From an optimization exercise on the open Yosys and OpenROAD flow, aimed at small area and few clock cycles; shortcuts taken in it are not production practice.
In this exercise RTL edits were held to simulation tests only and were not proved equivalent to the original.
No activity file was given, so power comes from the tool's default toggle rates.

==> flow/design.v <==
module tic_decoder (
    input  wire        clk,
    input  wire        rst,
    input  wire        start,       
    input  wire        byte_valid,  
    input  wire [7:0]  byte_in,
    input  wire        mul_mode,    
    input  wire        check,       
    input  wire        decide,      
    input  wire        in_grp,      
    input  wire        chg_clr,     
    output wire        stall,       
    output reg  [2:0]  res_kind,
    output wire        res_changed,
    input  wire [2:0]  ev_kind,
    output wire [4:0]  ev_field,
    output wire [31:0] ev_value,
    output reg  [31:0] rec_easf01,
    output reg  [31:0] rec_easf02,
    output reg  [31:0] rec_irms1,
    output reg  [31:0] rec_urms1,
    output reg  [31:0] rec_pref,
    output reg  [31:0] rec_sinsts,
    output reg  [31:0] rec_ntarf,
    output reg  [1:0]  rec_ltarf,
    output reg         peak,
    output wire [17:0] chg,
    output reg  [31:0] unk_cnt
);
    localparam [7:0] SEP = 8'h09;
    localparam [2:0] EV_UNKNOWN = 3'd4;
    localparam [2:0] EV_REJECT  = 3'd5;
    localparam [2:0] EV_ACCEPT  = 3'd6;
    localparam [1:0] LT_NONE    = 2'd0;
    localparam [1:0] LT_PEAK    = 2'd1;
    localparam [1:0] LT_OFFPEAK = 2'd2;
    wire [4:0] tag_first =
        ({5{byte_in == 8'h41}} & 5'd0) |
        ({5{byte_in == 8'h43}} & 5'd13) |
        ({5{byte_in == 8'h44}} & 5'd2) |
        ({5{byte_in == 8'h45}} & 5'd5) |
        ({5{byte_in == 8'h49}} & 5'd7) |
        ({5{byte_in == 8'h4c}} & 5'd4) |
        ({5{byte_in == 8'h4e}} & 5'd3) |
        ({5{byte_in == 8'h50}} & 5'd9) |
        ({5{byte_in == 8'h53}} & 5'd10) |
        ({5{byte_in == 8'h55}} & 5'd8) |
        ({5{byte_in == 8'h56}} & 5'd1) |
        ({5{byte_in != 8'h41 && byte_in != 8'h43 && byte_in != 8'h44 && byte_in != 8'h45 && byte_in != 8'h49 && byte_in != 8'h4c && byte_in != 8'h4e && byte_in != 8'h50 && byte_in != 8'h53 && byte_in != 8'h55 && byte_in != 8'h56}} & 5'd31);
    wire is_m = byte_in == 8'h2d;
    wire is_0 = byte_in == 8'h30;
    wire is_1 = byte_in == 8'h31;
    wire is_2 = byte_in == 8'h32;
    wire is_A = byte_in == 8'h41;
    wire is_C = byte_in == 8'h43;
    wire is_D = byte_in == 8'h44;
    wire is_E = byte_in == 8'h45;
    wire is_F = byte_in == 8'h46;
    wire is_G = byte_in == 8'h47;
    wire is_I = byte_in == 8'h49;
    wire is_M = byte_in == 8'h4d;
    wire is_N = byte_in == 8'h4e;
    wire is_R = byte_in == 8'h52;
    wire is_S = byte_in == 8'h53;
    wire is_T = byte_in == 8'h54;
    wire is_X = byte_in == 8'h58;
    wire tag_match =
        (cand == 5'd0 && pos == 4'd1 && is_D) ||
        (cand == 5'd0 && pos == 4'd2 && is_S) ||
        (cand == 5'd0 && pos == 4'd3 && is_C) ||
        (cand == 5'd1 && pos == 4'd1 && is_T) ||
        (cand == 5'd1 && pos == 4'd2 && is_I) ||
        (cand == 5'd1 && pos == 4'd3 && is_C) ||
        (cand == 5'd2 && pos == 4'd1 && is_A) ||
        (cand == 5'd2 && pos == 4'd2 && is_T) ||
        (cand == 5'd2 && pos == 4'd3 && is_E) ||
        (cand == 5'd3 && pos == 4'd1 && is_G) ||
        (cand == 5'd3 && pos == 4'd2 && is_T) ||
        (cand == 5'd3 && pos == 4'd3 && is_F) ||
        (cand == 5'd4 && pos == 4'd1 && is_T) ||
        (cand == 5'd4 && pos == 4'd2 && is_A) ||
        (cand == 5'd4 && pos == 4'd3 && is_R) ||
        (cand == 5'd4 && pos == 4'd4 && is_F) ||
        (cand == 5'd5 && pos == 4'd1 && is_A) ||
        (cand == 5'd5 && pos == 4'd2 && is_S) ||
        (cand == 5'd5 && pos == 4'd3 && is_F) ||
        (cand == 5'd5 && pos == 4'd4 && is_0) ||
        (cand == 5'd5 && pos == 4'd5 && is_1) ||
        (cand == 5'd6 && pos == 4'd1 && is_A) ||
        (cand == 5'd6 && pos == 4'd2 && is_S) ||
        (cand == 5'd6 && pos == 4'd3 && is_F) ||
        (cand == 5'd6 && pos == 4'd4 && is_0) ||
        (cand == 5'd6 && pos == 4'd5 && is_2) ||
        (cand == 5'd7 && pos == 4'd1 && is_R) ||
        (cand == 5'd7 && pos == 4'd2 && is_M) ||
        (cand == 5'd7 && pos == 4'd3 && is_S) ||
        (cand == 5'd7 && pos == 4'd4 && is_1) ||
        (cand == 5'd8 && pos == 4'd1 && is_R) ||
        (cand == 5'd8 && pos == 4'd2 && is_M) ||
        (cand == 5'd8 && pos == 4'd3 && is_S) ||
        (cand == 5'd8 && pos == 4'd4 && is_1) ||
        (cand == 5'd9 && pos == 4'd1 && is_R) ||
        (cand == 5'd9 && pos == 4'd2 && is_E) ||
        (cand == 5'd9 && pos == 4'd3 && is_F) ||
        (cand == 5'd10 && pos == 4'd1 && is_I) ||
        (cand == 5'd10 && pos == 4'd2 && is_N) ||
        (cand == 5'd10 && pos == 4'd3 && is_S) ||
        (cand == 5'd10 && pos == 4'd4 && is_T) ||
        (cand == 5'd10 && pos == 4'd5 && is_S) ||
        (cand == 5'd11 && pos == 4'd1 && is_M) ||
        (cand == 5'd11 && pos == 4'd2 && is_A) ||
        (cand == 5'd11 && pos == 4'd3 && is_X) ||
        (cand == 5'd11 && pos == 4'd4 && is_S) ||
        (cand == 5'd11 && pos == 4'd5 && is_N) ||
        (cand == 5'd12 && pos == 4'd1 && is_M) ||
        (cand == 5'd12 && pos == 4'd2 && is_A) ||
        (cand == 5'd12 && pos == 4'd3 && is_X) ||
        (cand == 5'd12 && pos == 4'd4 && is_S) ||
        (cand == 5'd12 && pos == 4'd5 && is_N) ||
        (cand == 5'd12 && pos == 4'd6 && is_m) ||
        (cand == 5'd12 && pos == 4'd7 && is_1) ||
        (cand == 5'd13 && pos == 4'd1 && is_C) ||
        (cand == 5'd13 && pos == 4'd2 && is_A) ||
        (cand == 5'd13 && pos == 4'd3 && is_S) ||
        (cand == 5'd13 && pos == 4'd4 && is_N) ||
        (cand == 5'd14 && pos == 4'd1 && is_C) ||
        (cand == 5'd14 && pos == 4'd2 && is_A) ||
        (cand == 5'd14 && pos == 4'd3 && is_S) ||
        (cand == 5'd14 && pos == 4'd4 && is_N) ||
        (cand == 5'd14 && pos == 4'd5 && is_m) ||
        (cand == 5'd14 && pos == 4'd6 && is_1) ||
        (cand == 5'd15 && pos == 4'd1 && is_R) ||
        (cand == 5'd15 && pos == 4'd2 && is_M) ||
        (cand == 5'd16 && pos == 4'd1 && is_T) ||
        (cand == 5'd16 && pos == 4'd2 && is_A) ||
        (cand == 5'd16 && pos == 4'd3 && is_R) ||
        (cand == 5'd16 && pos == 4'd4 && is_F);
    wire [7:0] alt_ch =
        ({8{cand == 5'd3 && pos == 4'd1}} & 8'h54) |
        ({8{cand == 5'd5 && pos == 4'd5}} & 8'h32) |
        ({8{cand == 5'd9 && pos == 4'd2}} & 8'h4d) |
        ({8{cand == 5'd10 && pos == 4'd1}} & 8'h4d) |
        ({8{cand == 5'd11 && pos == 4'd6}} & 8'h2d) |
        ({8{cand == 5'd13 && pos == 4'd5}} & 8'h2d);
    wire [4:0] alt_f =
        ({5{cand == 5'd3 && pos == 4'd1}} & 5'd16) |
        ({5{cand == 5'd5 && pos == 4'd5}} & 5'd6) |
        ({5{cand == 5'd9 && pos == 4'd2}} & 5'd15) |
        ({5{cand == 5'd10 && pos == 4'd1}} & 5'd11) |
        ({5{cand == 5'd11 && pos == 4'd6}} & 5'd12) |
        ({5{cand == 5'd13 && pos == 4'd5}} & 5'd14) |
        ({5{!(cand == 5'd3 && pos == 4'd1) && !(cand == 5'd5 && pos == 4'd5) && !(cand == 5'd9 && pos == 4'd2) && !(cand == 5'd10 && pos == 4'd1) && !(cand == 5'd11 && pos == 4'd6) && !(cand == 5'd13 && pos == 4'd5)}} & 5'd31);
    wire tag_end =
        (pos == 4'd3 && (cand == 5'd15)) ||
        (pos == 4'd4 && (cand == 5'd0 || cand == 5'd1 || cand == 5'd2 || cand == 5'd3 || cand == 5'd9)) ||
        (pos == 4'd5 && (cand == 5'd4 || cand == 5'd7 || cand == 5'd8 || cand == 5'd13 || cand == 5'd16)) ||
        (pos == 4'd6 && (cand == 5'd5 || cand == 5'd6 || cand == 5'd10 || cand == 5'd11)) ||
        (pos == 4'd7 && (cand == 5'd14)) ||
        (pos == 4'd8 && (cand == 5'd12));
    function is_digit;
        input [7:0] c;
        is_digit = (c[7:4] == 4'h3) && (c[3:0] <= 4'd9);
    endfunction
    function is_season;
        input [7:0] c;
        is_season = (c == "E") || (c == "H") || (c == "e") || (c == "h");
    endfunction
    reg        cut;           
    reg [1:0]  tok;           
    reg [3:0]  pos;           
    reg [4:0]  cand;          
    reg        tag_ok;        
    reg [3:0]  t1_len;        
    reg        t1_dig0;       
    reg        t1_season;     
    reg        t1_rest;       
    reg [31:0] t1_x;          
    reg        t1_ovf;        
    reg        t1_peak_m;     
    reg        t1_off_m;      
    reg        t2_13;         
    reg        t2_season;
    reg        t2_rest;
    wire       is_sep  = byte_in == SEP;
    wire       dig     = is_digit(byte_in);
    wire       first   = pos == 4'd0;
    wire [3:0] pos_inc = (pos == 4'd15) ? pos : pos + 4'd1;
    wire        t1_char;
    wire [31:0] x_in  = (first && mul_mode) ? 32'd0 : t1_x;
    wire [2:0]  x_lo;
    wire        x_lo_c;
    wire [32:0] add_b;
    wire [32:0] add_s;
    wire        add_co;
    tic_radd #(3)  u_xlo (.a(byte_in[2:0]), .b({x_in[1:0], 1'b0}), .ci(1'b0),
                          .s(x_lo), .co(x_lo_c));
    tic_radd #(33) u_add (.a({1'b0, x_in}), .b(add_b), .ci(mul_mode ? (x_lo_c | byte_in[3]) : 1'b1),
                          .s(add_s), .co(add_co));
    wire [35:0] x_mul = {add_s, x_lo};
    wire [4:0]  cand_next = first                ? tag_first :
                            tag_match             ? cand :
                            (byte_in == alt_ch)   ? alt_f : 5'd31;
    wire lit_pk_hit =
        (pos == 4'd0 && byte_in == 8'h48) ||
        (pos == 4'd1 && byte_in == 8'h45) ||
        (pos == 4'd2 && byte_in == 8'h55) ||
        (pos == 4'd3 && byte_in == 8'h52) ||
        (pos == 4'd4 && byte_in == 8'h45) ||
        (pos == 4'd5 && byte_in == 8'h20) ||
        (pos == 4'd6 && byte_in == 8'h50) ||
        (pos == 4'd7 && byte_in == 8'h4c) ||
        (pos == 4'd8 && byte_in == 8'h45) ||
        (pos == 4'd9 && byte_in == 8'h49) ||
        (pos == 4'd10 && byte_in == 8'h4e) ||
        (pos == 4'd11 && byte_in == 8'h45);
    wire lit_off_hit =
        (pos == 4'd0 && byte_in == 8'h48) ||
        (pos == 4'd1 && byte_in == 8'h45) ||
        (pos == 4'd2 && byte_in == 8'h55) ||
        (pos == 4'd3 && byte_in == 8'h52) ||
        (pos == 4'd4 && byte_in == 8'h45) ||
        (pos == 4'd5 && byte_in == 8'h20) ||
        (pos == 4'd6 && byte_in == 8'h43) ||
        (pos == 4'd7 && byte_in == 8'h52) ||
        (pos == 4'd8 && byte_in == 8'h45) ||
        (pos == 4'd9 && byte_in == 8'h55) ||
        (pos == 4'd10 && byte_in == 8'h53) ||
        (pos == 4'd11 && byte_in == 8'h45);
    wire tok_char = byte_valid && !cut && byte_in != 8'h00 && !is_sep;
    assign t1_char = tok_char && tok == 2'd1;
    wire t2_char  = tok_char && tok == 2'd2;
    always @(posedge clk) begin
        if (start) begin
            cut    <= 1'b0;
            tok    <= 2'd0;
            pos    <= 4'd0;
            t1_len <= 4'd0;
            t2_13  <= 1'b0;
        end else if (byte_valid && !cut) begin
            if (byte_in == 8'h00) begin
                cut <= 1'b1;
            end else if (is_sep) begin
                if (tok != 2'd3)
                    tok <= tok + 2'd1;
                if (tok == 2'd0)
                    tag_ok <= tag_end;
                pos <= 4'd0;
            end else begin
                pos <= pos_inc;
                if (tok == 2'd0)
                    cand <= cand_next;
                if (tok == 2'd1)
                    t1_len <= pos_inc;
                if (tok == 2'd2)
                    t2_13 <= pos_inc == 4'd13;
            end
        end
    end
    always @(posedge clk) begin
        if (t1_char) begin
            t1_x      <= x_mul[31:0];
            t1_ovf    <= (x_mul[35:32] != 4'd0) || (!first && t1_ovf);
            t1_peak_m <= lit_pk_hit && (first || t1_peak_m);
            t1_off_m  <= lit_off_hit && (first || t1_off_m);
            t1_rest   <= first || (t1_rest && dig);
            if (first) begin
                t1_dig0   <= dig;
                t1_season <= is_season(byte_in);
            end
        end
        if (t2_char) begin
            t2_rest <= first || (t2_rest && dig);
            if (first)
                t2_season <= is_season(byte_in);
        end
    end
    reg  [32:0] est;
    reg         est_big;      
    reg  [4:0]  est_bit;
    reg         est_busy;
    wire        est_go;       
    wire [34:0] est_step;
    wire        est_c;
    tic_radd #(35) u_est (.a({1'b0, est, 1'b0}), .b({3'd0, rec_urms1[est_bit] ? rec_irms1 : 32'd0}),
                          .ci(1'b0), .s(est_step), .co(est_c));
    always @(posedge clk) begin
        if (rst || est_go || est_busy) begin
            est     <= (rst || est_go) ? 33'd0 : est_step[32:0];
            est_big <= !(rst || est_go) && (est_big || est_step[34:33] != 2'b00);
        end
        if (rst) begin
            est_busy <= 1'b0;
        end else if (est_go) begin
            est_busy <= 1'b1;
            est_bit  <= 5'd31;
        end else if (est_busy) begin
            est_bit <= est_bit - 5'd1;
            if (est_bit == 5'd0)
                est_busy <= 1'b0;
        end
    end
    wire [4:0]  f     = cand;
    wire        known = (tok == 2'd0) ? tag_end : tag_ok;
    assign stall = est_busy && in_grp && known && (f == 5'd10);
    wire        t1_digits = t1_dig0 && t1_rest;
    wire        parse_ok  = (t1_len != 4'd0) && t1_digits && !t1_ovf;
    wire [31:0] x         = t1_x;
    wire        t1_shape  = (t1_len == 4'd13) && t1_season && t1_rest;
    wire        t2_shape  = tok[1] && t2_13 && t2_season && t2_rest;
    wire        lit_peak  = t1_peak_m && (t1_len == 4'd12);
    wire        lit_off   = t1_off_m  && (t1_len == 4'd12);
    reg  [32:0] old;
    always @* begin
        case (f)
            5'd5:    old = {1'b0, rec_easf01};
            5'd6:    old = {1'b0, rec_easf02};
            5'd7:    old = {1'b0, rec_irms1};
            5'd8:    old = {1'b0, rec_urms1};
            5'd9:    old = {1'b0, rec_pref};
            5'd10:   old = decide ? {1'b0, rec_sinsts} : est;
            default: old = {1'b0, rec_ntarf};
        endcase
    end
    assign add_b = mul_mode ? {3'd0, x_in[31:2]} : ~old;
    wire [34:0] d_s = {{2{~add_co}}, add_s};
    wire [36:0] d_lo, d_hi;
    wire        d_loc, d_hic;
    tic_radd #(37) u_dlo (.a({d_s, 2'b00}), .b({4'd0, old}), .ci(1'b0), .s(d_lo), .co(d_loc));
    tic_radd #(37) u_dhi (.a({4'd0, old}), .b(~{d_s, 2'b00}), .ci(1'b1), .s(d_hi), .co(d_hic));
    wire        near_c = !d_lo[36] && !d_hi[36];
    reg         near;
    reg         ge_r;         
    always @(posedge clk)
        if (check) begin
            near <= near_c;
            ge_r <= x_ge_old;
        end
    wire numeric  = (f >= 5'd5 && f <= 5'd10) || f == 5'd16;
    wire x_ge_old = !d_s[34];
    wire x_ne_old = d_s != 35'd0;
    reg ok;
    always @* begin
        case (f)
            5'd0:  ok = (t1_len == 4'd12) && t1_digits;
            5'd1:  ok = 1'b1;
            5'd2:  ok = t1_shape;
            5'd3:  ok = 1'b1;
            5'd4:  ok = lit_peak || lit_off;
            5'd5, 5'd6:
                   ok = parse_ok && ge_r;
            5'd7:  ok = parse_ok && x != 32'd0;
            5'd8:  ok = parse_ok && x > 32'd150 && (rec_urms1 == 32'd0 || near);
            5'd9:  ok = parse_ok && x != 32'd0 && x != 32'd99;
            5'd10: ok = parse_ok && !est_big && near;
            5'd11, 5'd12, 5'd13, 5'd14:
                   ok = parse_ok && t2_shape;
            5'd15: ok = (t1_len == 4'd14) && t1_digits;
            default: ok = parse_ok && x != 32'd0;
        endcase
    end
    wire [1:0] lt_new    = lit_peak ? LT_PEAK : LT_OFFPEAK;
    wire       changed   = numeric ? x_ne_old :
                           (f == 5'd4) ? (lt_new != rec_ltarf) : 1'b0;
    wire       peak_flip = (f == 5'd4) && changed && (lit_peak != peak);
    wire       upd       = decide && known && ok;
    always @* begin
        if (!known)
            res_kind = EV_UNKNOWN;
        else if (!ok)
            res_kind = EV_REJECT;
        else
            res_kind = EV_ACCEPT;
    end
    assign res_changed = known && ok && changed;
    assign est_go = upd && (f == 5'd7 || f == 5'd8);
    assign ev_field = (ev_kind == EV_REJECT || ev_kind == EV_ACCEPT) ? f : 5'd0;
    assign ev_value = (ev_kind != EV_ACCEPT || f <= 5'd3 || f == 5'd15) ? 32'd0 :
                      (f == 5'd4) ? {30'd0, lt_new} : x;
    reg [8:0] chg_r;          
    assign chg = {chg_r[8:7], 5'd0, chg_r[6:0], 4'd0};
    wire       set_ok   = upd && changed;
    wire [8:0] set_bits = {set_ok && peak_flip,
                           set_ok && f == 5'd16, set_ok && f == 5'd10, set_ok && f == 5'd9,
                           set_ok && f == 5'd8,  set_ok && f == 5'd7,  set_ok && f == 5'd6,
                           set_ok && f == 5'd5,  set_ok && f == 5'd4};
    wire [31:0] x_w = x & {32{~rst}};
    always @(posedge clk) begin
        if (rst || (upd && f == 5'd5))  rec_easf01 <= x_w;
        if (rst || (upd && f == 5'd6))  rec_easf02 <= x_w;
        if (rst || (upd && f == 5'd7))  rec_irms1  <= x_w;
        if (rst || (upd && f == 5'd8))  rec_urms1  <= x_w;
        if (rst || (upd && f == 5'd9))  rec_pref   <= x_w;
        if (rst || (upd && f == 5'd10)) rec_sinsts <= x_w;
        if (rst || (upd && f == 5'd16)) rec_ntarf  <= x_w;
    end
    wire        unk_inc_en = decide && !known;
    wire [32:0] unk_c;
    assign unk_c[0] = unk_inc_en;
    genvar k;
    generate
        for (k = 0; k < 32; k = k + 1) begin : g_unk
            assign unk_c[k + 1] = unk_c[k] & unk_cnt[k];
        end
    endgenerate
    always @(posedge clk)
        unk_cnt <= (unk_cnt ^ unk_c[31:0]) & {32{~rst}};
    always @(posedge clk) begin
        if (rst) begin
            rec_ltarf <= LT_NONE;
            peak      <= 1'b0;
            chg_r     <= 9'd0;
        end else begin
            chg_r <= (chg_clr ? 9'd0 : chg_r) | set_bits;
            if (upd && f == 5'd4)
                rec_ltarf <= lt_new;
            if (upd && peak_flip)
                peak <= lit_peak;
        end
    end
endmodule
module tic_radd #(parameter W = 8) (
    input  wire [W-1:0] a,
    input  wire [W-1:0] b,
    input  wire         ci,
    output wire [W-1:0] s,
    output wire         co
);
    wire [W:0] c;
    assign c[0] = ci;
    genvar i;
    generate
        for (i = 0; i < W; i = i + 1) begin : g_bit
            assign c[i + 1] = (a[i] & b[i]) | (a[i] & c[i]) | (b[i] & c[i]);
        end
    endgenerate
    assign s  = a ^ b ^ c[W-1:0];
    assign co = c[W];
endmodule
module tic_rx (
    input  wire        clk,
    input  wire        rst,
    input  wire        in_valid,
    input  wire [7:0]  in_data,
    output wire        in_ready,
    input  wire        chg_clr,
    output reg         ev_valid,
    output reg  [2:0]  ev_kind,
    output wire [4:0]  ev_field,
    output reg         ev_changed,
    output wire [31:0] ev_value,
    output wire [31:0] rec_easf01,
    output wire [31:0] rec_easf02,
    output wire [31:0] rec_irms1,
    output wire [31:0] rec_urms1,
    output wire [31:0] rec_pref,
    output wire [31:0] rec_sinsts,
    output wire [31:0] rec_ntarf,
    output wire [1:0]  rec_ltarf,
    output wire        peak,
    output wire [17:0] chg,
    output wire [31:0] unk_cnt
);
    localparam [7:0] SOF = 8'h02;
    localparam [7:0] SOG = 8'h0A;
    localparam [7:0] EOG = 8'h0D;
    localparam [2:0] EV_OVERFLOW = 3'd1;
    localparam [2:0] EV_SHORT    = 3'd2;
    localparam [2:0] EV_CKFAIL   = 3'd3;
    reg        in_grp;                  
    reg        sof_seen;
    reg  [5:0] cursor;                  
    reg  [5:0] sum;                     
    reg  [7:0] last;                    
    reg  [7:0] prev;                    
    reg        dec_p;                   
    reg        dec_p2;                  
    reg        short_p;                 
    wire       stall;
    assign in_ready = !stall;
    wire       take     = in_valid && !stall;
    wire [7:0] expect_ck = {1'b0, sum[5], ~sum[5], sum[4:0]};
    wire       is_eog   = in_data == EOG;
    wire       start    = take && !in_grp && sof_seen && in_data == SOG;
    wire       store    = take && in_grp && !is_eog;
    wire       grp_end  = take && in_grp && is_eog;
    wire       is_short = cursor[5:3] == 3'd0;
    wire       ck_ok    = last == expect_ck;
    wire       finish   = grp_end && !is_short && ck_ok;
    wire       feed     = store && cursor[5:1] != 5'd0;
    wire       dstart   = store && cursor == 6'd1;
    wire       ovf      = store && cursor == 6'd62;
    wire       mul_mode = in_grp && cursor[5:1] != 5'd0;
    wire [2:0]  res_kind;
    wire        res_changed;
    wire [31:0] dec_value;
    tic_decoder u_dec (
        .clk        (clk),
        .rst        (rst),
        .start      (dstart),
        .byte_valid (feed),
        .byte_in    (prev),
        .mul_mode   (mul_mode),
        .check      (dec_p),
        .decide     (dec_p2),
        .in_grp     (in_grp),
        .chg_clr    (chg_clr),
        .stall      (stall),
        .res_kind   (res_kind),
        .res_changed(res_changed),
        .ev_kind    (ev_kind),
        .ev_field   (ev_field),
        .ev_value   (dec_value),
        .rec_easf01 (rec_easf01),
        .rec_easf02 (rec_easf02),
        .rec_irms1  (rec_irms1),
        .rec_urms1  (rec_urms1),
        .rec_pref   (rec_pref),
        .rec_sinsts (rec_sinsts),
        .rec_ntarf  (rec_ntarf),
        .rec_ltarf  (rec_ltarf),
        .peak       (peak),
        .chg        (chg),
        .unk_cnt    (unk_cnt)
    );
    assign ev_value = (ev_kind == EV_CKFAIL) ? {16'd0, 2'b00, cursor, expect_ck, last} :
                      (ev_kind == EV_SHORT)  ? {26'd0, cursor} : dec_value;
    always @(posedge clk) begin
        if (rst) begin
            in_grp   <= 1'b0;
            sof_seen <= 1'b0;
            ev_valid <= 1'b0;
            dec_p    <= 1'b0;
            dec_p2   <= 1'b0;
            short_p  <= 1'b0;
        end else begin
            ev_valid <= dec_p2 || short_p;
            dec_p    <= finish;
            dec_p2   <= dec_p;
            short_p  <= 1'b0;
            if (take && !in_grp && in_data == SOF)
                sof_seen <= 1'b1;
            if (start)
                in_grp <= 1'b1;
            if (grp_end || ovf) begin
                in_grp <= 1'b0;
                if (!finish) begin
                    if (dec_p2)
                        short_p  <= 1'b1;
                    else
                        ev_valid <= 1'b1;
                end
            end
        end
    end
    always @(posedge clk) begin
        if (dec_p2)
            ev_kind <= res_kind;
        else if (short_p)
            ev_kind <= EV_SHORT;
        else if (grp_end)
            ev_kind <= is_short ? EV_SHORT : EV_CKFAIL;
        else if (ovf)
            ev_kind <= EV_OVERFLOW;
        ev_changed <= dec_p2 && res_changed;
        if (start) begin
            cursor <= 6'd0;
            sum    <= 6'd0;
        end else if (store) begin
            if (cursor != 6'd0)
                sum <= sum + last[5:0];
            cursor <= cursor + 6'd1;
        end
        if (store) begin
            last <= in_data;
            prev <= last;
        end
    end
endmodule
==> flow/flow/run.sh <==
#!/bin/bash
# The standard layout (standard.sh), changed in three ways:
#  - synthesis maps the logic with a stronger ABC area script (flow/area.abc);
#    everything else in synthesis, the registers included, is the standard flow's own;
#  - the port buffers are the smallest buffer cell;
#  - the clock tree uses larger sink clusters and no dummy loads.
set -euo pipefail
here=$PWD
export FLOW_SYNTH_TCL=$here/synth_recipe.tcl
export TIC_ABC_SCRIPT=$here/flow/area.abc
export BUFFER_PORTS_ARGS="-buffer_cell sky130_fd_sc_hd__buf_1"
export CTS_ARGS="-sink_clustering_enable -repair_clock_nets -sink_clustering_size 24 -sink_clustering_max_diameter 140 -dont_use_dummy_load"
sed "s#SYNTH_SCRIPT=[^ ]*#SYNTH_SCRIPT=$here/flow/abc_synth.tcl#" standard.sh > flow_standard.sh
grep -q "SYNTH_SCRIPT=$here/flow/abc_synth.tcl" flow_standard.sh
bash flow_standard.sh > standard.log 2>&1
==> flow/flow/abc_synth.tcl <==
# The standard flow's synthesis script, with ABC's technology mapping run on the area script
# named by TIC_ABC_SCRIPT instead of ORFS's abc_area.script (combinational logic only).
proc abc {args} {
  set i [lsearch $args -script]
  if {$i >= 0} { lset args [expr {$i + 1}] $::env(TIC_ABC_SCRIPT) }
  yosys abc {*}$args
}
source $::env(FLOW_SYNTH_TCL)
==> flow/flow/area.abc <==
strash
&get -n
&fraig -x
&put
scorr
dc2
strash
dch -f
map -a
mfs2
strash
dch -f
map -a
mfs2
strash
dch -f
map -a
mfs2
strash
dch -f
map -a
mfs2
strash
dch -f
map -a
topo
stime -c
dnsize -c
==> flow/standard.sh <==
#!/bin/bash
# synth_recipe.tcl (not shown) runs the flow's synth.tcl, then flattens the netlist and writes it again
# the make line also repeats each setting of config.mk as NAME=value (left out here)
make -C /OpenROAD-flow-scripts/flow DESIGN_CONFIG=/design/flow/config.mk WORK_HOME=/design/flow/orfs CLKGATE_MAP_FILE= SYNTH_SCRIPT=/design/flow/synth_recipe.tcl "${@:-finish}"
==> flow/config.mk <==
export PLATFORM = sky130hd
export DESIGN_NAME = tic_rx
export DESIGN_NICKNAME = tic_rx
export VERILOG_FILES = /design/flow/design.v
export SDC_FILE = /design/flow/constraint.sdc
export NUM_CORES = 4
export LEC_CHECK = 0
export ABC_AREA = 1
export CAP_MARGIN = 20
export CORE_MARGIN = 2
export CORE_UTILIZATION = 40
export SLEW_MARGIN = 20
==> flow/constraint.sdc <==
create_clock -name core_clock -period 20.0 [get_ports {clk}]
set_input_delay 4.0000 -clock core_clock [delete_from_list [all_inputs] [get_ports {clk}]]
set_output_delay 4.0000 -clock core_clock [all_outputs]
set_load 0.01 [all_outputs]
==> results of run 1 <==
## metal layers
metal / up-vias / wire, um
met3: 155 / 7345
li1: 7891 / -
met5: - / 0
met2: 1043 / 38820
met1: 8970 / 32300
met4: 0 / 2815
## worst max-delay path, delay by kind of cell, from the launching register on
family          cells  cell delay (ns)
compound gates      2             0.37
buf+inv             7             1.54
fa+ha+maj          33            13.02
flops               1             0.37
simple gates       13             2.12
## power groups by stage
stage | sequential, mW | clock [mW] | combinational, mW
2_1_floorplan | 0.985 | 0 | 0.0740
3_3_place_gp | 0.983 | 0 | 0.137
3_5_place_dp | 0.983 | 0 | 0.139
4_1_cts | 0.964 | 0.458 | 0.139
5_1_grt | 0.968 | 0.480 | 0.154
6_report | 0.965 | 0.450 | 0.141
## layout make-up
type                       instances  area, um2
antenna                            1      2.502
clock buffer                      20      500.5
fill                            4804      26940
inverter                         337       1265
multi-input combinational       1291       7888
sequential                       406      11430
tap                              672      840.8
timing repair buffer             361       1505
## stage by stage
step	hold slack (ns)	power (mW)	utilization [%]	worst slack [ns]	cell area, um2
2_1_floorplan	0.4189	1.059	-	3.601	20510
3_3_place_gp	0.4308	1.120	45.51	3.032	22930
3_5_place_dp	0.4416	1.122	45.51	2.685	22930
4_1_cts	0.4562	1.561	46.51	2.608	23430
5_1_grt	0.4644	1.602	46.51	1.716	23430
6_report	0.4599	1.556	46.52	2.389	23430
## cell usage in the layout (no fill, tap or decap), types with 4 or more instances in the layout
cell / Yosys / layout
nor2_1: 381 / 375
clkinv_1: 337 / 336
edfxtp_1: 330 / 330
buf_1: 0 / 321
nand2_1: 206 / 206
o21ai_0: 126 / 119
a21oi_1: 86 / 86
dfxtp_1: 76 / 76
fa_1: 64 / 64
nand3_1: 54 / 54
ha_1: 54 / 54
o22ai_1: 51 / 51
a221oi_1: 47 / 47
a22oi_1: 45 / 45
buf_4: 9 / 39
nor3_1: 34 / 34
nand4_1: 27 / 27
clkbuf_16: 0 / 20
nor4_1: 20 / 19
o221ai_1: 15 / 15
a31oi_1: 15 / 14
a211oi_1: 9 / 9
conb_1: 1 / 9
o21ai_4: 0 / 7
o211ai_1: 6 / 6
xor2_1: 6 / 6
o31ai_1: 5 / 5
nor2_4: 0 / 4
o2111ai_1: 4 / 4
## registers in the layout (all words and copies together) (netlist names), 32 cells and up
name / flops
u_dec.rec_sinsts: 32
u_dec.rec_easf02: 32
u_dec.rec_ntarf: 32
u_dec.rec_urms1: 32
u_dec.rec_easf01: 32
u_dec.rec_pref: 32
u_dec.unk_cnt: 32
u_dec.est: 33
u_dec.rec_irms1: 32
u_dec.t1_x: 32
## final timing paths
check / startpoint / to
setup / recovery: cursor[3]$_SDFFE_PP0P_ / u_dec.chg_r[4]$_SDFF_PP0_
hold / removal: sof_seen$_SDFFE_PP0P_ / sof_seen$_SDFFE_PP0P_
setup reg to reg: cursor[3]$_SDFFE_PP0P_ / u_dec.chg_r[4]$_SDFF_PP0_
hold reg to reg: sof_seen$_SDFFE_PP0P_ / sof_seen$_SDFFE_PP0P_
## logic make-up after synthesis
| logic type | synth area share (%) |
|---|---|
| adder cells (fa/ha/maj) | 9.553 |
| flip-flops | 55.81 |
| AO/OA/AOI/OAI | 13.34 |
| other | 0.01831 |
| AND/OR/NAND/NOR | 14.43 |
| XOR/XNOR | 0.3421 |
| buffers and inverters | 6.505 |
==> impl_metrics.toml, run 1 <==
[status]
outcome = "complete, no violations"

[min_path]
whs_path_depth = 2
hold_class = "reg2reg"

[clocking]
clock_path_buffers = 3
cts.sinks = 406
cts-hold-fix-buffers = 0
ctsResizeCount = 0
ctsHtreeMaxLevel = 1
post-cts-setup-buffer-count = 0
clk_pin_slew_ns = 0.10
clock_latency_ns = 0.57
cts_tree = "yes"
clock-root-buffer = "clkbuf_16"
cts_inserted_buffers = 20

[logic_synthesis]
synth_most_common_cell = "nor2_1"
yosysTopAreaCell = "edfxtp_1"
synth-seq-area-share_pct = 55.81
syn_inst = 2035
ys_top_cells_by_count = "nor2_1, clkinv_1, edfxtp_1"
synth_edf_count = 330
synth_top_flop_cell = "edfxtp_1"
synthTopCellsByArea = "edfxtp_1, dfxtp_1, nor2_1"
synth.cell_area_um2 = 20480
synth_cell_types = 39
synth_warnings = 2
synthDominantCellAreaShare_pct = 48.38
async_reset_ff_share_pct = 0
synth_area_per_cell_um2 = 10.07
synth_seq_cells = 406

[place]
dpl.cell_count = 3067
place_hpwl_um = 61090
gp_congestion = 0.9952
io_buffers = 322

[timing]
rsz0062_at_grt = "no"
fin_skew_ns = 0.02824
slew_viol_final = 0
fmax_mhz = 56.78
report.final.hold_viol_count = 0
maxSlewHeadroom_pct = 32.50
period_minus_slack_ns = 17.61
post-route-period-util_pct = 88.05
tightest_slew_ns = 1.009
tns_ns = 0
setup_violations = 0

[pwr]
pwr-share-comb_pct = 9.1
p_sw_mw = 0.3925
p_clk_share_pct = 28.9
power.leakage_nw = 8.240
cell_internal_pwr_mw = 1.164
power_frac_seq_pct = 62.0
irDropWorstVdd_uv = 57.78
switching_share_pct = 25.22
power_density_nw_per_um2 = 66.41

[setup_path]
cp_max_fo = 57
endpoint_kind = "register"
critPathArrivalTime_ns = 18.03
cp.required_ns = 20.42
worst-r2r-setup-slack_ns = 2.39
slowest_stage = "clkinv_1"
slowest_delay_ns = 0.52
cp-start-kind = "register"
cp_common_cell = "fa_1"
r2r_cells = 55
criticalPathCategory = "reg2reg"

[global_route]
track_usage_pct = 29.98
use_met3_pct = 5.047
met1_usage_pct = 39.55
use_met2_pct = 50.03
grt_max_degree = 58
grt_pass1_wl_um = 117500
antenna_found_initial = 1
overflow = 0
grt.busiest_layer = "met2"
grt_pass1_vias = 17393

[drt]
drt-wirelength-per-cell_um = 26.32
route.detailed.drc = 0
vias = 18059
drt_first_iter_violations = 1963
firstDrtPassIters = 6
postRouteAntennaNets = 0
routed_wl_um = 81280
drt-vias-per-instance = 5.848

[floorplan]
dieWidth_um = 230.3
design.core.area_um2 = 50380
start_util_pct = 40.66
dieArea_um2 = 53030
fp.dieH_um = 230.3
io_pins = 332
rows = 82

[layout]
drive_gt1_share_pct = 3.230
stdcell_count = 3088
area_growth_pct = 14.40
fin_nets = 2547

[flow_run]
max_cap_viol_count = 0
Testbench counts, summed over its fixed seeds: cycles 20,888.
==> inputs of run 2 (changes only) <==
--- a/flow/flow/run.sh
+++ b/flow/flow/run.sh
@@ -9,7 +9,7 @@
 export FLOW_SYNTH_TCL=$here/synth_recipe.tcl
 export TIC_ABC_SCRIPT=$here/flow/area.abc
 export BUFFER_PORTS_ARGS="-buffer_cell sky130_fd_sc_hd__buf_1"
-export CTS_ARGS="-sink_clustering_enable -repair_clock_nets -sink_clustering_size 24 -sink_clustering_max_diameter 140 -dont_use_dummy_load"
+export CTS_ARGS="-sink_clustering_enable -repair_clock_nets -sink_clustering_size 26 -sink_clustering_max_diameter 120 -dont_use_dummy_load"
 sed "s#SYNTH_SCRIPT=[^ ]*#SYNTH_SCRIPT=$here/flow/abc_synth.tcl#" standard.sh > flow_standard.sh
 grep -q "SYNTH_SCRIPT=$here/flow/abc_synth.tcl" flow_standard.sh
 bash flow_standard.sh > standard.log 2>&1
--- a/flow/config.mk
+++ b/flow/config.mk
@@ -6,7 +6,7 @@
 export NUM_CORES = 4
 export LEC_CHECK = 0
 export ABC_AREA = 1
-export CAP_MARGIN = 20
+export CAP_MARGIN = 0
 export CORE_MARGIN = 2
 export CORE_UTILIZATION = 40
-export SLEW_MARGIN = 20
+export SLEW_MARGIN = 0
==> run 2 against run 1 <==
Net effect: sequential power barely moved; register-to-register slack improved by 0.05 ns; combinational power barely moved; via count fell by 0.59%; die area did not move; sequential share of layout area rose by 0.063 points; critical path depth did not move; worst setup slack improved by 0.048 ns; synthesized area did not move; non-clock buffer count did not move.
==> impl_metrics.toml, run 2 <==
[setup_path]
endpoint_kind = "register"
critPathArrivalTime_ns = 17.99
critical_path.startpoint = "cursor[3]$_SDFFE_PP0P_"
timing.rr.end = "u_dec.chg_r[6]$_SDFF_PP0_"
slowest_delay_ns = 0.50
cp.required_ns = 20.43
cpLargestDelayFamily = "adder cells"
r2r-start = "cursor[3]$_SDFFE_PP0P_"
cp_max_fo = 57
path_buf_inv = 7
slowest_stage = "clkinv_1"
cp-start-kind = "register"
crit_cells = 55
worst-r2r-setup-slack_ns = 2.44
r2r_cells = 55
cp_common_cell = "fa_1"
criticalPathCategory = "reg2reg"

[logic_synthesis]
synth_area_per_cell_um2 = 10.07
ys_top_cells_by_count = "nor2_1, clkinv_1, edfxtp_1"
synthTopCellsByArea = "edfxtp_1, dfxtp_1, nor2_1"
synth_cell_types = 39
synth_warnings = 2
synth.cell_area_um2 = 20480
async_reset_ff_share_pct = 0
synth_edf_count = 330
synth_seq_cells = 406
syn_inst = 2035
synthDominantCellAreaShare_pct = 48.38
synth_most_common_cell = "nor2_1"
synth_top_flop_cell = "edfxtp_1"
synth-seq-area-share_pct = 55.81
yosysTopAreaCell = "edfxtp_1"

[floorplan]
design.core.area_um2 = 50380
io_pins = 332
start_util_pct = 40.66
rows = 82
dieWidth_um = 230.3
dieArea_um2 = 53030
fp.dieH_um = 230.3

[layout]
area_growth_pct = 14.25
fin_nets = 2546
regMostFlops = "u_dec.est"
final_util_pct = 46.46
final_cell_mix = "nor2_1, clkinv_1, edfxtp_1"
drive_gt1_share_pct = 3.190
antennaDiodeCount = 0
largest_register_ffs = 33
final_common_cell = "nor2_1"

[clocking]
clock-root-buffer = "clkbuf_16"
cts_inserted_buffers = 19
clock_path_buffers = 3
cts_tree = "yes"
clock_latency_ns = 0.56
cts.sinks = 406
ctsHtreeMaxLevel = 1
ctsResizeCount = 0
cts-hold-fix-buffers = 0
post-cts-setup-buffer-count = 0
clk_pin_slew_ns = 0.11

[place]
place_hpwl_um = 60980
io_buffers = 322
gp_congestion = 0.9952

[drt]
firstDrtPassIters = 6
drt_first_iter_violations = 2009
drt-vias-per-instance = 5.818
drt-wirelength-per-cell_um = 26.24
route.detailed.drc = 0
routed_wl_um = 80990
postRouteAntennaNets = 0
vias = 17953

[timing]
slew_viol_final = 0
rsz0062_at_grt = "no"
fin_skew_ns = 0.02566
report.final.hold_viol_count = 0
fmax_mhz = 56.94
tns_ns = 0
post-route-period-util_pct = 87.81
period_minus_slack_ns = 17.56
tightest_slew_ns = 1.198
setup_violations = 0
whs_ns = 0.4574
maxSlewHeadroom_pct = 18.06

[pwr]
switching_share_pct = 25.29
p_sw_mw = 0.3911
power_frac_seq_pct = 62.4
pwr-share-comb_pct = 9.1
power_density_nw_per_um2 = 66.07
total_power_mw = 1.546
p_clk_share_pct = 28.5
cell_internal_pwr_mw = 1.155
power.leakage_nw = 8.228
irDropWorstVdd_uv = 50.41

[global_route]
antenna_found_initial = 0
grt_pass1_wl_um = 116700
track_usage_pct = 29.82
grt_max_degree = 58
grt_pass1_vias = 17116
overflow = 0

[flow_run]
max_cap_viol_count = 0

[min_path]
hp-start = "sof_seen$_SDFFE_PP0P_"
holdPathEnd = "sof_seen$_SDFFE_PP0P_"
whs_path_depth = 2
hold_class = "reg2reg"

[status]
outcome = "complete, no violations"
## run 2: layer usage
| metal | up-vias | routed length [um] | GRT usage [%] |
|---|---|---|---|
| li1 | 7891 | - | - |
| met1 | 8897 | 32400 | 39.80 |
| met2 | 1010 | 38830 | 50.15 |
| met3 | 155 | 7318 | 4.936 |
| met4 | 0 | 2441 | 8.407 |
| met5 | - | 0 | 0 |
## run 2: worst register-to-register path: cells and delay by family (launching register included)
kind,cells,cell delay [ns]
fa+ha+maj,33,13.05
simple gates,13,2.10
buf+inv,7,1.52
flops,1,0.37
compound gates,2,0.35
## run 2: cell type report
class / instances / area, um2
inverters: 337 / 1265
multi-input cells: 1291 / 7885
clock buffers: 19 / 475.5
well taps: 672 / 840.8
fillers: 4785 / 26970
repair buffers: 361 / 1505
flip-flops and latches: 406 / 11430
## run 2: worst max path at each step
| stage | end | slack, ns |
|---|---|---|
| 2_1_floorplan | u_dec.chg_r[5]$_SDFF_PP0_ | 3.60 |
| 3_3_place_gp | u_dec.chg_r[1]$_SDFF_PP0_ | 3.03 |
| 3_5_place_dp | u_dec.chg_r[2]$_SDFF_PP0_ | 2.70 |
| 4_1_cts | u_dec.chg_r[2]$_SDFF_PP0_ | 2.66 |
| 5_1_grt | u_dec.chg_r[6]$_SDFF_PP0_ | 1.78 |
| 6_report | u_dec.chg_r[6]$_SDFF_PP0_ | 2.44 |
## run 2: through the flow
step	instance area, um2	cells	worst slack (ns)
after floorplan	20510	2043	3.601
after global placement	22930	3067	3.032
after detailed placement	22930	3067	2.697
after CTS	23400	3086	2.658
after global routing	23400	3086	1.779
final	23400	3086	2.437
## run 2: power groups by stage
stage,Clock [mW],Sequential [mW],Combinational (mW)
6_report,0.441,0.965,0.141
2_1_floorplan,0,0.985,0.0740
3_5_place_dp,0,0.983,0.138
5_1_grt,0.468,0.968,0.153
3_3_place_gp,0,0.983,0.137
4_1_cts,0.446,0.964,0.139
## run 2: kinds of logic after synthesis
family	after synthesis	share of synthesized area (%)
buffers and inverters	346	6.505
and+or+nand+nor	725	14.43
DFF	406	55.81
adders and majority gates	118	9.553
xor gates and xnor gates	8	0.3421
AOI/OAI and AO/OA	431	13.34
other	1	0.01831
==> inputs of run 3 (changes only) <==
--- a/flow/config.mk
+++ b/flow/config.mk
@@ -6,7 +6,8 @@
 export NUM_CORES = 4
 export LEC_CHECK = 0
 export ABC_AREA = 1
-export CAP_MARGIN = 0
+export CAP_MARGIN = 20
 export CORE_MARGIN = 2
 export CORE_UTILIZATION = 40
-export SLEW_MARGIN = 0
+export GPL_TIMING_DRIVEN = 0
+export SLEW_MARGIN = 20
==> run 3 against run 2 <==
Net effect: clock power grew 2%; still clean on timing, DRC and antenna; hold slack better by 0.0097 ns; critical endpoint is now u_dec.chg_r[3]$_SDFF_PP0_; synthesized area is the same; maximum frequency decreased by 1.9%; power up 1.2%; final cell count is 0.32% higher; critical path type unchanged; global-route usage is 0.85 points lower; sequential power hardly changed; clock skew up 0.050 ns; wire length down 3.3%.
==> impl_metrics.toml, run 3 <==
[status]
outcome = "complete, no violations"

[logic_synthesis]
synth_top_flop_cell = "edfxtp_1"
synth_area_per_cell_um2 = 10.07
synth_seq_cells = 406
synthDominantCellAreaShare_pct = 48.38
synth_most_common_cell = "nor2_1"
yosysTopAreaCell = "edfxtp_1"
synth_warnings = 2
syn_inst = 2035
async_reset_ff_share_pct = 0
synth-seq-area-share_pct = 55.81
synthTopCellsByArea = "edfxtp_1, dfxtp_1, nor2_1"
ys_top_cells_by_count = "nor2_1, clkinv_1, edfxtp_1"
synth.cell_area_um2 = 20480
synth_edf_count = 330
synth_cell_types = 39

[timing]
fin_skew_ns = 0.07594
period_minus_slack_ns = 17.90
rsz0062_at_grt = "no"
tightest_slew_ns = 1.151
report.final.hold_viol_count = 0
post-route-period-util_pct = 89.51
maxSlewHeadroom_pct = 23.04
whs_ns = 0.4671
slew_viol_final = 0
tns_ns = 0
setup_violations = 0
fmax_mhz = 55.86

[clocking]
cts.sinks = 406
cts-hold-fix-buffers = 0
clock-root-buffer = "clkbuf_16"
post-cts-setup-buffer-count = 0
cts_tree = "yes"
clock_latency_ns = 0.58
ctsResizeCount = 0
cts_inserted_buffers = 20
ctsHtreeMaxLevel = 1
clock_path_buffers = 3
clk_pin_slew_ns = 0.11

[setup_path]
criticalPathCategory = "reg2reg"
cp.required_ns = 20.45
r2r-start = "cursor[3]$_SDFFE_PP0P_"
cp_max_fo = 36
critPathArrivalTime_ns = 18.35
cp_common_cell = "fa_1"
cp-start-kind = "register"
critical_path.startpoint = "cursor[3]$_SDFFE_PP0P_"
endpoint_kind = "register"
worst-r2r-setup-slack_ns = 2.10
slowest_delay_ns = 0.58
endpoint = "u_dec.chg_r[3]$_SDFF_PP0_"
r2r_cells = 55
slowest_stage = "clkinv_1"
timing.rr.end = "u_dec.chg_r[3]$_SDFF_PP0_"

[layout]
area_growth_pct = 17.40
drive_gt1_share_pct = 3.919
multi_input_area_um2 = 7911
seq_area_um2 = 11430
antennaDiodeCount = 0
regMostFlops = "u_dec.est"
design_area_um2 = 24050
final_util_pct = 47.73
fill_cells = 4832
fin_nets = 2556
final_common_cell = "nor2_1"
largest_register_ffs = 33
final_cell_mix = "nor2_1, clkinv_1, edfxtp_1"

[place]
dpl_cell_area_um2 = 23510
io_buffers = 322
gp_congestion = 0.9581
place_hpwl_um = 60810

[drt]
postRouteAntennaNets = 0
drt-vias-per-instance = 5.711
drt_first_iter_violations = 1909
drt-wirelength-per-cell_um = 25.30
routed_wl_um = 78320
vias = 17682
route.detailed.drc = 0
firstDrtPassIters = 5

[global_route]
grt_max_degree = 39
grt_pass1_vias = 16872
overflow = 0
antenna_found_initial = 0
grt_pass1_wl_um = 113700
track_usage_pct = 28.97

[pwr]
irDropWorstVdd_uv = 55.26
power_density_nw_per_um2 = 65.07
power.leakage_nw = 8.475
total_power_mw = 1.565

[flow_run]
max_cap_viol_count = 0

[min_path]
hold_class = "reg2reg"
whs_path_depth = 2

[floorplan]
design.core.area_um2 = 50380
io_pins = 332
dieArea_um2 = 53030
dieWidth_um = 230.3
fp.dieH_um = 230.3
rows = 82
start_util_pct = 40.66
-- run 3: cell counts after synthesis --
Identical to the previous run, type by type.
-- run 3: logic make-up (layout without fill, tap and decap cells) --
group	count (synthesis)	count (layout)	synth area share, %
xor+xnor	8	8	0.3421
fa+ha+maj	118	118	9.553
buf+inv	346	727	6.505
flops	406	406	55.81
simple gates	725	725	14.43
compound gates	431	431	13.34
other cells	1	9	0.01831
-- run 3: how the worst min path moves through the flow --
stage                          startpoint               endpoint  slack [ns]
floorplan           sof_seen$_SDFFE_PP0P_  sof_seen$_SDFFE_PP0P_        0.42
finish              sof_seen$_SDFFE_PP0P_  sof_seen$_SDFFE_PP0P_        0.47
CTS                 sof_seen$_SDFFE_PP0P_  sof_seen$_SDFFE_PP0P_        0.46
detailed placement  sof_seen$_SDFFE_PP0P_  sof_seen$_SDFFE_PP0P_        0.44
global route          sum[0]$_SDFFE_PP0P_    sum[0]$_SDFFE_PP0P_        0.48
global placement    sof_seen$_SDFFE_PP0P_  sof_seen$_SDFFE_PP0P_        0.43
-- run 3: layout make-up --
class | count | share of cell area [%]
Sequential cell | 406 | 47.54
Multi-Input combinational cell | 1291 | 32.90
Clock buffer | 20 | 2.081
Buffer | 9 | 0.2810
Inverter | 337 | 5.281
Timing Repair Buffer | 361 | 8.419
Tap cell | 672 | 3.497
-- run 3: worst max-delay path, delay by kind of cell (launching register included) --
kind	cells	cell delay [ns]
and+or+nand+nor	13	2.36
AOI/OAI and AO/OA	2	0.45
DFF	1	0.37
adders and majority gates	33	13.10
buffers and inverters	7	1.45
-- run 3: per-layer routing --
metal,wire (um),global-route usage [%]
met5,0,0
met2,37290,48.02
met4,1994,7.460
met3,6630,4.514
met1,32400,39.75
-- run 3: report_power, final --
part	switching, mW	leakage, nW	total [mW]	internal [mW]
Combinational	0.101	4.32	0.152	0.0508
Clock	0.270	0.246	0.450	0.180
Sequential	0.0219	3.91	0.963	0.941
-- run 3: metrics by stage --
| step | instances | setup WS, ns |
|---|---|---|
| finish | 3096 | 2.098 |
| global route | 3096 | 1.408 |
| CTS | 3095 | 2.312 |
| detailed placement | 3075 | 2.362 |
| global placement | 3037 | -4.395 |
| floorplan | 2043 | 3.601 |
==> inputs of run 4 (changes only) <==
--- a/flow/config.mk
+++ b/flow/config.mk
@@ -8,6 +8,5 @@
 export ABC_AREA = 1
 export CAP_MARGIN = 20
 export CORE_MARGIN = 2
-export CORE_UTILIZATION = 40
-export GPL_TIMING_DRIVEN = 0
+export CORE_UTILIZATION = 60
 export SLEW_MARGIN = 20
==> run 4 against run 3 <==
Net effect: clock-buffer cell count down 1; worst setup slack better by 0.48 ns; power down 2.4%; critical path type unchanged.
==> impl_metrics.toml, run 4 <==
[setup_path]
criticalPathCategory = "reg2reg"
cp_common_cell = "fa_1"
cpLargestDelayFamily = "adder cells"
endpoint_kind = "register"
cp-start-kind = "register"
cp.required_ns = 20.36
cp_max_fo = 31
slowest_delay_ns = 0.49
critPathArrivalTime_ns = 17.78
path_buf_inv = 6
slowest_stage = "clkinv_1"

[drt]
route.detailed.drc = 0
drt-wirelength-per-cell_um = 24.59
drt-vias-per-instance = 6.349
routed_wl_um = 70230
vias = 18132
drt_first_iter_violations = 2606
firstDrtPassIters = 6
postRouteAntennaNets = 0

[layout]
drive_gt1_share_pct = 2.907
stdcell_count = 2856
fin_nets = 2540
antennaDiodeCount = 0
area_growth_pct = 12.96
regMostFlops = "u_dec.est"
final_cell_mix = "nor2_1, clkinv_1, edfxtp_1"
final_util_pct = 68.83
design_area_um2 = 23140
final_common_cell = "nor2_1"
largest_register_ffs = 33

[timing]
maxSlewHeadroom_pct = 34.37
period_minus_slack_ns = 17.42
slew_viol_final = 0
fin_skew_ns = 0.06603
whs_ns = 0.4573
post-route-period-util_pct = 87.09
rsz0062_at_grt = "no"
tns_ns = 0
setup_slack_ns = 2.582
fmax_mhz = 57.41
tightest_slew_ns = 0.9809
report.final.hold_viol_count = 0
setup_violations = 0

[logic_synthesis]
yosysTopAreaCell = "edfxtp_1"
synth_seq_cells = 406
synth_area_per_cell_um2 = 10.07
async_reset_ff_share_pct = 0
synth_xor_area_share_pct = 0.3421
yosys.area_share.simple_pct = 14.43
ys_top_cells_by_count = "nor2_1, clkinv_1, edfxtp_1"
synth_cell_types = 39
synth.cell_area_um2 = 20480
syn_inst = 2035
muxShareOfSynthArea_pct = 0
synth_top_family_by_area = "simple AND/OR/NAND/NOR gates"
synthDominantCellAreaShare_pct = 48.38
synthTopCellsByArea = "edfxtp_1, dfxtp_1, nor2_1"
synth_edf_count = 330
synth_most_common_cell = "nor2_1"
synth_warnings = 2
synth_fa_ha_area_share_pct = 9.553
synth-seq-area-share_pct = 55.81
synth_top_flop_cell = "edfxtp_1"
synth-compound-area-share_pct = 13.34

[global_route]
track_usage_pct = 38.89
overflow = 0
grt_max_degree = 58
antenna_found_initial = 0
grt_pass1_wl_um = 103700
grt_pass1_vias = 17230

[place]
dpl.cell_count = 2835
place_hpwl_um = 51660
dpl_cell_area_um2 = 22610
dp_slack_ns = 2.823
gp_congestion = 0.9875
io_buffers = 322

[flow_run]
max_cap_viol_count = 0

[clocking]
post-cts-setup-buffer-count = 0
ctsHtreeMaxLevel = 1
cts_tree = "yes"
clock_latency_ns = 0.57
cts-hold-fix-buffers = 0
cts.sinks = 406
clk_pin_slew_ns = 0.11
clock-root-buffer = "clkbuf_16"
ctsResizeCount = 0
clock_path_buffers = 3
cts_inserted_buffers = 19

[floorplan]
dieArea_um2 = 35630
design.core.area_um2 = 33620
rows = 67
start_util_pct = 60.93
fp.dieH_um = 188.8
dieWidth_um = 188.8
io_pins = 332

[min_path]
hold_class = "reg2reg"

[pwr]
total_power_mw = 1.527
power.leakage_nw = 8.215
power_density_nw_per_um2 = 66.00
irDropWorstVdd_uv = 60.54

[status]
outcome = "complete, no violations"
## run 4: cell counts after synthesis
No cell type changed its count.
## run 4: power by group
| group | switching (mW) | internal [mW] |
|---|---|---|
| registers | 0.0224 | 0.941 |
| logic | 0.0962 | 0.0425 |
| clock network | 0.254 | 0.171 |
| total | 0.372 | 1.15 |
## run 4: kinds of logic (layout without fill, tap and decap cells)
kind of cell / Yosys count / count (layout)
simple gates: 725 / 725
compound gates: 431 / 431
flops: 406 / 406
buf+inv: 346 / 711
fa+ha+maj: 118 / 118
xor+xnor: 8 / 8
other cells: 1 / 9
## run 4: worst paths after layout
| path | slack (ns) | cells past startpoint | startpoint | endpoint |
|---|---|---|---|---|
| max | 2.58 | 54 | cursor[3]$_SDFFE_PP0P_ | u_dec.chg_r[4]$_SDFF_PP0_ |
| min | 0.46 | 2 | sof_seen$_SDFFE_PP0P_ | sof_seen$_SDFFE_PP0P_ |
| max reg2reg | 2.58 | 54 | cursor[3]$_SDFFE_PP0P_ | u_dec.chg_r[4]$_SDFF_PP0_ |
| min reg2reg | 0.46 | 2 | sof_seen$_SDFFE_PP0P_ | sof_seen$_SDFFE_PP0P_ |
## run 4: final cells by class
class,count,area (um2)
Clock buffer,19,475.5
Timing Repair Buffer,355,1520
Inverter,337,1265
Multi-Input combinational cell,1291,7885
Fill cell,2596,10480
Tap cell,448,560.5
Sequential cell,406,11430
## run 4: metal layers
layer	track usage (%)	routed length (um)	up-vias
li1	-	-	7907
met1	53.18	25940	8649
met2	60.86	31850	1392
met3	8.698	9264	184
met4	15.66	3172	0
met5	0	0	-
## run 4: worst reg2reg max path, delay by kind of cell, from the launching register on
family | cells | cell delay [ns]
DFF | 1 | 0.38
buffers and inverters | 6 | 1.14
and+or+nand+nor | 13 | 2.28
adders and majority gates | 33 | 13.07
AOI/OAI and AO/OA | 2 | 0.33
==> inputs of run 5 (changes only) <==
--- a/flow/config.mk
+++ b/flow/config.mk
@@ -8,5 +8,6 @@
 export ABC_AREA = 1
 export CAP_MARGIN = 20
 export CORE_MARGIN = 2
-export CORE_UTILIZATION = 60
+export CORE_UTILIZATION = 40
+export PLACE_DENSITY = 0.75
 export SLEW_MARGIN = 20
==> run 5 against run 4 <==
Net effect: still clean on timing, DRC and antenna; worst setup slack improved by 0.21 ns; register-to-register slack improved by 0.21 ns; global-route usage down 11 points; via count decreased by 0.55%; clock skew grew 0.030 ns; critical path type unchanged; highest routed layer unchanged.
==> impl_metrics.toml, run 5 <==
[drt]
drt-vias-per-instance = 5.845
route.detailed.drc = 0
drt-wirelength-per-cell_um = 24.47
routed_wl_um = 75490
vias = 18033
drt_first_iter_violations = 2633
firstDrtPassIters = 5
postRouteAntennaNets = 0

[logic_synthesis]
synth_seq_cells = 406
synth_area_per_cell_um2 = 10.07
synthTopCellsByArea = "edfxtp_1, dfxtp_1, nor2_1"
synth_top_flop_cell = "edfxtp_1"
synthDominantCellAreaShare_pct = 48.38
synth_xor_area_share_pct = 0.3421
synth-compound-area-share_pct = 13.34
synth-seq-area-share_pct = 55.81
yosysTopAreaCell = "edfxtp_1"
syn_inst = 2035
synth.cell_area_um2 = 20480
synth_most_common_cell = "nor2_1"
synth_fa_ha_area_share_pct = 9.553
ys_top_cells_by_count = "nor2_1, clkinv_1, edfxtp_1"
synth_edf_count = 330
yosys.area_share.simple_pct = 14.43
synth_warnings = 2
muxShareOfSynthArea_pct = 0
async_reset_ff_share_pct = 0
synth_top_family_by_area = "simple AND/OR/NAND/NOR gates"
synth_cell_types = 39

[layout]
fin_nets = 2544
final_cell_mix = "nor2_1, clkinv_1, edfxtp_1"
final_common_cell = "nor2_1"
design_area_um2 = 23390
area_growth_pct = 14.18
drive_gt1_share_pct = 3.109
regMostFlops = "u_dec.est"
fill_cells = 4711
largest_register_ffs = 33

[setup_path]
slowest_delay_ns = 0.48
path_buf_inv = 8
critPathArrivalTime_ns = 17.66
cp.required_ns = 20.45
slowest_stage = "fa_1"
criticalPathCategory = "reg2reg"
endpoint_kind = "register"
cp_max_fo = 57
cp_common_cell = "fa_1"
cp-start-kind = "register"
cpLargestDelayFamily = "adder cells"

[timing]
tns_ns = 0
post-route-period-util_pct = 86.02
setup_violations = 0
report.final.hold_viol_count = 0
period_minus_slack_ns = 17.20
fmax_mhz = 58.12
slew_viol_final = 0
tightest_slew_ns = 1.012
fin_skew_ns = 0.09606
maxSlewHeadroom_pct = 32.26
rsz0062_at_grt = "no"

[pwr]
power.leakage_nw = 8.219
irDropWorstVdd_uv = 64.63
power_density_nw_per_um2 = 66.40

[floorplan]
fp.dieH_um = 230.3
io_pins = 332
rows = 82
dieArea_um2 = 53030
dieWidth_um = 230.3
design.core.area_um2 = 50380
start_util_pct = 40.66

[global_route]
grt_pass1_wl_um = 109600
grt_max_degree = 58
antenna_found_initial = 0
track_usage_pct = 27.53
overflow = 0
grt_pass1_vias = 17192

[clocking]
cts_tree = "yes"
clock-root-buffer = "clkbuf_16"
post-cts-setup-buffer-count = 0
cts_inserted_buffers = 20
clock_path_buffers = 3
ctsHtreeMaxLevel = 1
ctsResizeCount = 0
cts.sinks = 406
cts-hold-fix-buffers = 0
clock_latency_ns = 0.59
clk_pin_slew_ns = 0.11

[min_path]
hold_class = "reg2reg"

[place]
dpl_cell_area_um2 = 22880
gp_congestion = 1.022
io_buffers = 322
place_hpwl_um = 57140

[flow_run]
max_cap_viol_count = 0

[status]
outcome = "complete, no violations"
-- run 5: cell counts after synthesis --
No cell type changed its count.
-- run 5: worst min-delay path, cell delays in order, from the launching register on --
cell	delay (ns)
dfxtp_1	0.32
clkinv_1	0.05
a21oi_1	0.05
-- run 5: power by group --
group | internal (mW) | switching, mW
logic | 0.0418 | 0.0980
registers | 0.941 | 0.0238
clock network | 0.180 | 0.268
-- run 5: kinds of logic after synthesis --
kind of cell | Yosys count
simple gates | 725
fa+ha+maj | 118
flops | 406
buf+inv | 346
xor+xnor | 8
compound gates | 431
other cells | 1
-- run 5: metal layers --
metal	share of wire, %	up-vias	track usage, %
li1	-	7899	-
met1	39	8719	36.95
met4	4.6	0	11.61
met2	46	1238	43.54
met3	11	177	5.494
met5	0	-	0
-- run 5: cell type report --
cell class	instances	area (um2)	area share (%)
diodes	1	2.502	0.01070
clock buffers	20	500.5	2.140
inverters	337	1265	5.408
multi-input cells	1291	7869	33.64
flip-flops and latches	406	11430	48.87
well taps	672	840.8	3.595
repair buffers	358	1480	6.329
-- run 5: final timing paths --
path,start,to,slack (ns),cells past startpoint
max,cursor[3]$_SDFFE_PP0P_,u_dec.chg_r[2]$_SDFF_PP0_,2.80,56
min,sof_seen$_SDFFE_PP0P_,sof_seen$_SDFFE_PP0P_,0.45,2
max reg2reg,cursor[3]$_SDFFE_PP0P_,u_dec.chg_r[2]$_SDFF_PP0_,2.80,56
min reg2reg,sof_seen$_SDFFE_PP0P_,sof_seen$_SDFFE_PP0P_,0.45,2
-- run 5: stage by stage --
step                      setup slack [ns]  total power, mW  std cells  hold WS [ns]  util (%)
after floorplan                      3.601            1.059       2043        0.4189         -
after global placement               3.342            1.116       3064        0.4313     45.43
after detailed placement             2.954            1.120       3064        0.4408     45.43
after CTS                            2.984            1.550       3084        0.4514     46.42
after global routing                 2.068            1.594       3084        0.4773     46.42
final                                2.796            1.553       3085        0.4528     46.43
==> inputs of run 6 (changes only) <==
--- a/flow/config.mk
+++ b/flow/config.mk
@@ -9,5 +9,4 @@
 export CAP_MARGIN = 20
 export CORE_MARGIN = 2
 export CORE_UTILIZATION = 40
-export PLACE_DENSITY = 0.75
 export SLEW_MARGIN = 20
==> run 6 against run 5 <==
Net effect: still clean on timing, DRC and antenna; power decreased by 0.65%; via count decreased by 0.58%; first-iteration DRC count decreased by 26%.
==> impl_metrics.toml, run 6 <==
[status]
outcome = "complete, no violations"

[setup_path]
critical_path.startpoint = "cursor[3]$_SDFFE_PP0P_"
cp_common_cell = "fa_1"
endpoint_kind = "register"
path_buf_inv = 7
cp-start-kind = "register"
slowest_stage = "clkinv_1"
r2r-start = "cursor[3]$_SDFFE_PP0P_"
slowest_delay_ns = 0.52
cp_max_fo = 57
critPathArrivalTime_ns = 18.03
cpLargestDelayFamily = "adder cells"
cp.required_ns = 20.43
criticalPathCategory = "reg2reg"

[logic_synthesis]
async_reset_ff_share_pct = 0
synth_warnings = 2
synthTopCellsByArea = "edfxtp_1, dfxtp_1, nor2_1"
syn_inst = 2035
synth_top_flop_cell = "edfxtp_1"
yosys.area_share.simple_pct = 14.43
synth_xor_area_share_pct = 0.3421
synth_edf_count = 330
ys_top_cells_by_count = "nor2_1, clkinv_1, edfxtp_1"
synth-seq-area-share_pct = 55.81
synthDominantCellAreaShare_pct = 48.38
synth_seq_cells = 406
synth_fa_ha_area_share_pct = 9.553
synth_cell_types = 39
muxShareOfSynthArea_pct = 0
synth_top_family_by_area = "simple AND/OR/NAND/NOR gates"
synth_area_per_cell_um2 = 10.07
synth.cell_area_um2 = 20480
yosysTopAreaCell = "edfxtp_1"
synth_most_common_cell = "nor2_1"
synth-compound-area-share_pct = 13.34

[global_route]
grt_max_degree = 58
grt_pass1_vias = 17224
overflow = 0
grt_pass1_wl_um = 117100
antenna_found_initial = 1
track_usage_pct = 29.90

[clocking]
post-cts-setup-buffer-count = 0
clock_path_buffers = 3
cts.sinks = 406
cts_tree = "yes"
clock-root-buffer = "clkbuf_16"
cts-hold-fix-buffers = 0
clk_pin_slew_ns = 0.10
cts_inserted_buffers = 19
ctsResizeCount = 0
clock_latency_ns = 0.56
ctsHtreeMaxLevel = 1

[layout]
area_growth_pct = 14.28
regMostFlops = "u_dec.est"
largest_register_ffs = 33
fill_cells = 4800
final_util_pct = 46.47
fin_nets = 2546
final_cell_mix = "nor2_1, clkinv_1, edfxtp_1"
seq_area_um2 = 11430
multi_input_area_um2 = 7888
drive_gt1_share_pct = 3.190
final_common_cell = "nor2_1"

[place]
place_hpwl_um = 61090
io_buffers = 322
gp_congestion = 0.9952

[floorplan]
dieArea_um2 = 53030
fp.dieH_um = 230.3
design.core.area_um2 = 50380
dieWidth_um = 230.3
start_util_pct = 40.66
rows = 82
io_pins = 332

[drt]
drt-wirelength-per-cell_um = 26.20
routed_wl_um = 80870
route.detailed.drc = 0
drt_first_iter_violations = 1936
firstDrtPassIters = 7
drt-vias-per-instance = 5.808
vias = 17928
postRouteAntennaNets = 0

[timing]
whs_ns = 0.4569
tightest_slew_ns = 0.9955
post-route-period-util_pct = 88.01
rsz0062_at_grt = "no"
fmax_mhz = 56.81
fin_skew_ns = 0.02232
report.final.hold_viol_count = 0
tns_ns = 0
setup_violations = 0
period_minus_slack_ns = 17.60
slew_viol_final = 0
maxSlewHeadroom_pct = 33.54

[pwr]
irDropWorstVdd_uv = 59.29
power_density_nw_per_um2 = 65.91
power.leakage_nw = 8.228

[min_path]
hp-start = "sof_seen$_SDFFE_PP0P_"
hold_class = "reg2reg"

[flow_run]
max_cap_viol_count = 0
==> run 6: worst register-to-register path, delay by kind of cell (launching register included) <==
kind,cells,cell delay [ns]
adder cells (fa/ha/maj),33,13.05
AO/OA/AOI/OAI,2,0.34
buffers and inverters,7,1.53
flip-flops,1,0.37
AND/OR/NAND/NOR,13,2.15
==> run 6: logic make-up after synthesis <==
group	count (synthesis)
AND/OR/NAND/NOR	725
AO/OA/AOI/OAI	431
flip-flops	406
buffers and inverters	346
adder cells (fa/ha/maj)	118
XOR/XNOR	8
other	1
==> run 6: area by class of cell <==
cell class | count | area share (%)
well taps | 672 | 3.592
multi-input cells | 1291 | 33.70
inverters | 337 | 5.404
flip-flops and latches | 406 | 48.83
diodes | 1 | 0.01069
repair buffers | 361 | 6.430
clock buffers | 19 | 2.031
==> run 6: metal layers <==
| metal | up-vias | global-route usage, % | routed length [um] |
|---|---|---|---|
| met5 | - | 0 | 13 |
| met4 | 2 | 9.052 | 2610 |
| met3 | 164 | 5.022 | 7435 |
| met2 | 1020 | 50.21 | 38670 |
| met1 | 8852 | 39.67 | 32140 |
| li1 | 7890 | - | - |
==> run 6: power by group <==
| group | internal, mW | total (mW) | switching, mW |
|---|---|---|---|
| clock | 0.172 | 0.437 | 0.266 |
| sequential | 0.941 | 0.965 | 0.0240 |
| combinational | 0.0421 | 0.140 | 0.0982 |
| total | 1.16 | 1.54 | 0.388 |
==> run 6: per-stage QoR <==
step	instances	worst slack, ns	power (mW)	instance area (um2)
floorplan	2043	3.601	1.059	20510
global placement	3067	3.032	1.120	22930
detailed placement	3067	2.685	1.122	22930
CTS	3086	2.630	1.549	23400
global route	3086	1.767	1.589	23400
finish	3087	2.399	1.543	23410
==> run 6: path summary, 6_finish.rpt <==
path                            slack, ns                   endpoint  depth (start not counted)
worst max-delay path                 2.40  u_dec.chg_r[4]$_SDFF_PP0_                         55
worst min-delay path                 0.46      sof_seen$_SDFFE_PP0P_                          2
worst max register to register       2.40  u_dec.chg_r[4]$_SDFF_PP0_                         55
worst min register to register       0.46      sof_seen$_SDFFE_PP0P_                          2

[static timing again, ports no longer ideal]
The flow's constraints put no driver on any port. The routed layouts listed below were extracted and timed again, unchanged, in two steps.
Step 1 (the two cells are an assumption about what drives the block):
set clk [get_ports {clk}]
set_driving_cell -lib_cell sky130_fd_sc_hd__clkbuf_16 $clk
set_driving_cell -lib_cell sky130_fd_sc_hd__buf_2 [delete_from_list [all_inputs] $clk]
Step 2 also shifts input and output timing later by t, the mid clock arrival at the registers, as if the neighbouring blocks saw the same clock.
Slacks: ideal ports / drivers / drivers and shift; pairs: ideal ports / drivers.
run | t, ns | setup slack, ns | worst setup path at the end
run 1 | 0.613 | 2.389 / 2.389 / 2.389 | register to register
run 2 | 0.611 | 2.437 / 2.437 / 2.437 | register to register
run 3 | 0.600 | 2.098 / 2.098 / 2.098 | register to register
run 4 | 0.589 | 2.582 / 2.582 / 2.582 | register to register
run 5 | 0.601 | 2.796 / 2.796 / 2.796 | register to register
run 6 | 0.614 | 2.399 / 2.399 / 2.399 | register to register
After both steps every run listed still meets setup and hold.
